Background: an optimization exercise with open tools, aiming at small area. Do not read the settings as production practice.
In this exercise RTL edits were held to simulation tests only and were not proved equivalent to the original.

## lldp_rx
module lldp_rx (
    input  wire        clk,
    input  wire        rst,           
    input  wire [47:0] local_mac,     
    input  wire        s_valid,
    input  wire [7:0]  s_data,
    input  wire        s_last,
    output wire        s_ready,
    output reg         r_valid,
    output reg         r_qual,
    output reg         r_ok,
    output reg  [4:0]  r_cause,
    output reg         r_tv,
    output reg  [6:0]  r_type,
    output reg  [10:0] r_off,
    output reg  [1:0]  r_stop,
    output reg         r_complete,
    output reg  [9:0]  r_count,
    output reg  [15:0] r_ttl,
    output reg  [2:0]  r_chassis_sub,
    output reg  [2:0]  r_port_sub
);
clock: 8.0 ns
lec_check: 0
abc_area: 1
cap_margin: 20
core_margin: 2
core_utilization: 40
slew_margin: 20
run.sh (not shown) runs the stock make flow with config.mk's settings and CLKGATE_MAP_FILE= SYNTH_SCRIPT=/design/flow/synth_recipe.tcl, a recipe that flattens the netlist after the stock synthesis.
Next try:
==> flow/flow/run.sh (new file) <==
#!/bin/bash
# The standard layout with two changes:
#  - synthesis maps the logic with an area-oriented ABC script (flow/abc_area.script)
#    in place of ORFS's; everything else in synthesis is ORFS's own script, unchanged;
#  - the port buffers are the smallest buffer cell, buf_1.
# Each tool's full output is in orfs/logs/ (ORFS's own per-step logs) and make's in flow_make.log.
set -euo pipefail
rm -rf scripts_mod
cp -r "$FLOW_HOME/scripts" scripts_mod
cp flow/abc_area.script scripts_mod/abc_area.script
export SCRIPTS_DIR="$PWD/scripts_mod"
export BUFFER_PORTS_ARGS="-buffer_cell sky130_fd_sc_hd__buf_1"
bash standard.sh > flow_make.log 2>&1
==> flow/flow/abc_area.script (new file) <==
strash
balance -l
resub -K 6 -l
rewrite -l
resub -K 6 -N 2 -l
refactor -l
resub -K 8 -l
balance -l
resub -K 8 -N 2 -l
rewrite -l
resub -K 10 -l
rewrite -z -l
resub -K 10 -N 2 -l
balance -l
resub -K 12 -l
refactor -z -l
resub -K 12 -N 2 -l
rewrite -z -l
balance -l
dch -f
amap
strash
balance -l
resub -K 6 -l
rewrite -l
resub -K 6 -N 2 -l
refactor -l
resub -K 8 -l
balance -l
resub -K 8 -N 2 -l
rewrite -l
resub -K 10 -l
rewrite -z -l
resub -K 10 -N 2 -l
balance -l
resub -K 12 -l
refactor -z -l
resub -K 12 -N 2 -l
rewrite -z -l
balance -l
dch -f
amap
topo
==> flow/standard.sh (new file) <==
#!/bin/bash
# synth_recipe.tcl (not shown) runs the flow's synth.tcl, then flattens the netlist and writes it again
# the make line also repeats each setting of config.mk as NAME=value (left out here)
make -C /OpenROAD-flow-scripts/flow DESIGN_CONFIG=/design/flow/config.mk WORK_HOME=/design/flow/orfs CLKGATE_MAP_FILE= SYNTH_SCRIPT=/design/flow/synth_recipe.tcl "${@:-finish}"
removed: flow/run.sh
The new run produced a clean layout.
Routed wire length goes down by 13%.
Hold slack is better by 0.0033 ns.
Cell area goes down by about 17%.
Via count goes down by about 12%.
Setup slack is worse by 2.2 ns.
Clock skew goes down by 0.0066 ns.
First-iteration DRC count goes up by about 10%.
Non-clock buffer count goes up by 13.
Die area goes down by about 13%.
Cell count goes down by about 16%.


Starting RTL as in the previous note.
clock: 8.0 ns
lec_check: 0
abc_area: 1
cap_margin: 20
core_margin: 2
core_utilization: 40
slew_margin: 20
standard.sh (not shown) runs the stock make flow with config.mk's settings and CLKGATE_MAP_FILE= SYNTH_SCRIPT=/design/flow/synth_recipe.tcl, a recipe that flattens the netlist after the stock synthesis.
==> flow/flow/run.sh <==
#!/bin/bash
# Standard layout, with the smallest buffer on the ports instead of the default pick.
set -euo pipefail
export BUFFER_PORTS_ARGS="-buffer_cell sky130_fd_sc_hd__buf_1"
bash standard.sh > flow_make.log 2>&1
Rerun with:
==> flow/flow/run.sh (replaced) <==
#!/bin/bash
# The standard layout with two changes:
#  - synthesis maps the logic with an area-oriented ABC script (flow/abc_area.script)
#    in place of ORFS's; everything else in synthesis is ORFS's own script, unchanged;
#  - the port buffers are the smallest buffer cell, buf_1.
# Each tool's full output is in orfs/logs/ (ORFS's own per-step logs) and make's in flow_make.log.
set -euo pipefail
rm -rf scripts_mod
cp -r "$FLOW_HOME/scripts" scripts_mod
cp flow/abc_area.script scripts_mod/abc_area.script
export SCRIPTS_DIR="$PWD/scripts_mod"
export BUFFER_PORTS_ARGS="-buffer_cell sky130_fd_sc_hd__buf_1"
bash standard.sh > flow_make.log 2>&1
==> flow/flow/abc_area.script (new file) <==
strash
balance -l
resub -K 6 -l
rewrite -l
resub -K 6 -N 2 -l
refactor -l
resub -K 8 -l
balance -l
resub -K 8 -N 2 -l
rewrite -l
resub -K 10 -l
rewrite -z -l
resub -K 10 -N 2 -l
balance -l
resub -K 12 -l
refactor -z -l
resub -K 12 -N 2 -l
rewrite -z -l
balance -l
dch -f
amap
strash
balance -l
resub -K 6 -l
rewrite -l
resub -K 6 -N 2 -l
refactor -l
resub -K 8 -l
balance -l
resub -K 8 -N 2 -l
rewrite -l
resub -K 10 -l
rewrite -z -l
resub -K 10 -N 2 -l
balance -l
resub -K 12 -l
refactor -z -l
resub -K 12 -N 2 -l
rewrite -z -l
balance -l
dch -f
amap
topo
--- a/flow/config.mk
+++ b/flow/config.mk
@@ -11,2 +11,4 @@
 export CORE_UTILIZATION = 40
+export CTS_BUF_LIST = sky130_fd_sc_hd__clkbuf_4 sky130_fd_sc_hd__clkbuf_8
+export CTS_CLUSTER_SIZE = 40
 export SLEW_MARGIN = 20
The new run finished clean.
Final area went down by 11%.
Synthesized area drops by 13%.
Critical path depth grows by 7.
Count of clock-buffer cells in the layout came out higher by 2.
Routed wire length drops by 10%.
Non-clock buffer count went up by 10.
Hold slack improves by 0.0038 ns.

==> what the ideal ports hide <==
Ports are ideal in the flow. The routed layouts listed here were re-timed in OpenROAD. Step 1 (the two cells are an assumption about what drives the block):
set clk [get_ports {clk}]
set_driving_cell -lib_cell sky130_fd_sc_hd__clkbuf_16 $clk
set_driving_cell -lib_cell sky130_fd_sc_hd__buf_2 [delete_from_list [all_inputs] $clk]
Step 2 moves the port delays by t, midway between the first and last clock arrival at a register: inputs arrive t later, outputs are due t later. That takes back most of the time a late clock gives input paths. Slacks: no drivers / after step 1 / after step 2; pairs: no drivers / after step 1.
| run | t (ns) | setup slack, ns | worst register clock-pin slew, ns |
|---|---|---|---|
| the first run of note 1 | 0.408 | 2.973 / 2.982 / 2.574 | 0.08 / 0.08 |
| the second run of note 1 | 0.393 | 0.782 / 0.802 / 0.410 | 0.07 / 0.07 |
| the first run of note 2 | 0.399 | 3.214 / 3.231 / 2.832 | 0.08 / 0.08 |
| the second run of note 2 | 0.418 | 0.801 / 0.818 / 0.400 | 0.10 / 0.10 |
After both steps every run listed still meets setup and hold. The setup slack of the second run of note 2, which loses most, moves by +0.017 ns with the drivers and by -0.401 ns with both steps.
